This is an optimization exercise on Yosys and OpenROAD, whose aim is small area, not a production implementation.
In this exercise RTL edits were held to simulation tests only and were not proved equivalent to the original.
Power is estimated from default activity; no workload was simulated.

== v17 ==
// m95m02_seq
module m95m02_seq (
    input  wire        clk,
    input  wire        rst,           
    input  wire        cmd_valid,
    output wire        cmd_ready,
    input  wire [3:0]  cmd_op,
    input  wire [31:0] cmd_addr,
    input  wire [31:0] cmd_len,
    input  wire [7:0]  cmd_data,
    output reg         rsp_valid,
    output wire [31:0] rsp_count,
    output wire [7:0]  rsp_data,
    output wire        rsp_flag,
    output wire [2:0]  rsp_err,
    output wire [31:0] buf_idx,
    output wire        buf_we,
    output wire [7:0]  buf_wdata,
    input  wire [7:0]  buf_rdata,
    output wire        t_init,
    output wire        t_req,
    output reg  [7:0]  t_out,
    input  wire        t_ack,
    input  wire [7:0]  t_in,
    input  wire        t_fail,
    output wire        frame_active,
    input  wire [2:0]  reg_addr,
    output reg  [31:0] reg_rdata
);
Size: about 670 cells after synthesis, about 230 I/O pins.
Settings: LEC_CHECK=0, ABC_AREA=1, CAP_MARGIN=20, CORE_MARGIN=2, CORE_UTILIZATION=55, SLEW_MARGIN=20; clock period 8.0 ns.
standard.sh (not shown) runs the stock make flow with config.mk's settings and CLKGATE_MAP_FILE= SYNTH_SCRIPT=/design/flow/synth_recipe.tcl, a recipe that flattens the netlist after the stock synthesis.
==> flow/flow/run.sh <==
#!/bin/bash
# Own layout flow: the standard flow with these changes.
#  1. Synthesis is the standard flow's synthesis script with a stronger area-oriented ABC
#     script (flow/area.abc) for the combinational logic; registers, their
#     names and cell types are as in the standard synthesis.
#  2. Ports are buffered with the smallest buffer (buf_1) instead of the
#     default clkdlybuf4s50_1.
#  3. Clock tree built from smaller clock buffers, without dummy loads.
#  4. Synthesis leaves adders to ABC (no ADDER_MAP_FILE half/full-adder cells).
# Each tool's full output goes to a log file in this folder.
set -euo pipefail
W=$PWD
F=$W/flow

sed "s#^source \$::env(SCRIPTS_DIR)/synth_preamble.tcl#&\nset abc_args [lreplace \$abc_args 1 1 $F/area.abc]#" \
    "$FLOW_HOME/scripts/synth.tcl" > "$W/own_synth_core.tcl"
grep -q "$F/area.abc" "$W/own_synth_core.tcl"
sed "s#\$::env(SCRIPTS_DIR)/synth.tcl#$W/own_synth_core.tcl#" "$W/synth_recipe.tcl" > "$W/own_synth.tcl"
grep -q own_synth_core "$W/own_synth.tcl"

bash standard.sh SYNTH_SCRIPT="$W/own_synth.tcl" ADDER_MAP_FILE= synth > "$W/synth.log" 2>&1
bash standard.sh \
    "BUFFER_PORTS_ARGS=-buffer_cell sky130_fd_sc_hd__buf_1" \
    "CTS_ARGS=-sink_clustering_enable -repair_clock_nets -dont_use_dummy_load -buf_list sky130_fd_sc_hd__clkbuf_4 -root_buf sky130_fd_sc_hd__clkbuf_8" \
    finish > "$W/layout.log" 2>&1
test -s "$W/out/final.def"
==> flow/flow/area.abc <==
&get -n
&st
&deepsyn -T 60
&dch -f
&nf -p -R 1000
&put
For v38, these inputs were changed with respect to v17:
- CORE_UTILIZATION now 60, was 55
- CAP_MARGIN now 10, was 20
- SLEW_MARGIN now 10, was 20
- GPL_TIMING_DRIVEN now 0, previously not set
-- flow/flow/run.sh --
<<< v17, line 8
#  3. Clock tree built from smaller clock buffers, without dummy loads.
#  4. Synthesis leaves adders to ABC (no ADDER_MAP_FILE half/full-adder cells).
# Each tool's full output goes to a log file in this folder.
>>> v38, line 8
#  3. Clock tree built from smaller clock buffers, without dummy loads.
# Each tool's full output goes to a log file in this folder.
<<< v17, line 20

bash standard.sh SYNTH_SCRIPT="$W/own_synth.tcl" ADDER_MAP_FILE= synth > "$W/synth.log" 2>&1
bash standard.sh \
>>> v38, line 19

bash standard.sh SYNTH_SCRIPT="$W/own_synth.tcl" synth > "$W/synth.log" 2>&1
bash standard.sh \
### Flow results
v17: full flow OK, the timing, DRC and antenna checks passed. v38 finished all stages; the layout is clean. v38 reports its capture point of the worst path as l_len[9] while v17 reports phase[1]. Diff v17 -> v38: relative max-transition margin -14 points, non-clock buffer count increased 39, combinational power down about 2%.
Inputs modified between v38 and v48:
- swapping 10 for 20 in SLEW_MARGIN
- swapping 10 for 20 in CAP_MARGIN
- clearing GPL_TIMING_DRIVEN, which used to be 0
- swapping 60 for 40 in CORE_UTILIZATION
-- flow/flow/run.sh --
<<< v38, line 8
#  3. Clock tree built from smaller clock buffers, without dummy loads.
# Each tool's full output goes to a log file in this folder.
>>> v48, line 8
#  3. Clock tree built from smaller clock buffers, without dummy loads.
#  4. Synthesis leaves adders to ABC (no ADDER_MAP_FILE half/full-adder cells).
# Each tool's full output goes to a log file in this folder.
<<< v38, line 19

bash standard.sh SYNTH_SCRIPT="$W/own_synth.tcl" synth > "$W/synth.log" 2>&1
bash standard.sh \
>>> v48, line 20

bash standard.sh SYNTH_SCRIPT="$W/own_synth.tcl" ADDER_MAP_FILE= synth > "$W/synth.log" 2>&1
bash standard.sh \
Notes after the runs:
The final cell count without fillers reported for v48 is greater than that of v38 by 0.48%.
Number of cell instances on the worst register-to-register path (v38 / v48): 0.875
Well tap count, v48 and v38: lower on v38
Total placed cells including tap cells: v48 > v38
Upper clock frequency limit delta for v48 relative to v38: 0.0023 GHz lower
Diff v38 -> v48: post-layout instance area went down 6.2%, area after synthesis decreased 140 um2.
Here is what was changed in the inputs of v27 compared with v48.
-- flow/flow/run.sh --
<<< v48, line 8
#  3. Clock tree built from smaller clock buffers, without dummy loads.
#  4. Synthesis leaves adders to ABC (no ADDER_MAP_FILE half/full-adder cells).
# Each tool's full output goes to a log file in this folder.
>>> v27, line 8
#  3. Clock tree built from smaller clock buffers, without dummy loads.
# Each tool's full output goes to a log file in this folder.
<<< v48, line 20

bash standard.sh SYNTH_SCRIPT="$W/own_synth.tcl" ADDER_MAP_FILE= synth > "$W/synth.log" 2>&1
bash standard.sh \
>>> v27, line 19

bash standard.sh SYNTH_SCRIPT="$W/own_synth.tcl" synth > "$W/synth.log" 2>&1
bash standard.sh \
==> comparison <==
v48 and v27 ended up with nearly the same ratio of cells with drive above 1 in the final layout. v48 was smaller in final cell area than v27. From v48 to v27 the numbers moved as follows: share of the clock period used by the worst path after layout shows a reduction of 6.1 points; synthesis-to-finish area growth now sits lower; total global routing track utilization down 0.58 points; post-synth design cell area grew by about 2.3%.

[re-timing with driven ports]
The results above use ideal ports. As a check the final layouts listed here were re-extracted and re-timed, cells and wires unchanged.
Step 1: set_driving_cell puts a clkbuf_16 on clk and a buf_2 on each other input, an assumption about the parent block.
Step 2, shift: input delay + t, output delay - t, t = (earliest + latest rising clock arrival at the registers) / 2. This alone moves slack from input paths to output paths.
a / b / c = ideal / step 1 / step 2; a / b = the first two.
| run | shift t [ns] | setup WS [ns] | worst setup path after step 2 | clock arrival spread, ns | pins driven straight from the clock port |
|---|---|---|---|---|---|
| v17 | 0.418 | 1.800 / 1.800 / 1.800 | register to register | 0.023 / 0.023 | 1 |
| v38 | 0.397 | 2.140 / 2.151 / 1.754 | input to register | 0.029 / 0.029 | 1 |
| v48 | 0.412 | 2.061 / 2.061 / 2.061 | register to register | 0.032 / 0.032 | 1 |
| v27 | 0.418 | 2.548 / 2.565 / 2.147 | input to register | 0.026 / 0.026 | 1 |
After both steps setup and hold are still met in every run listed. The setup slack of v27, which loses most, moves by +0.017 ns with the drivers and by -0.401 ns with both steps.
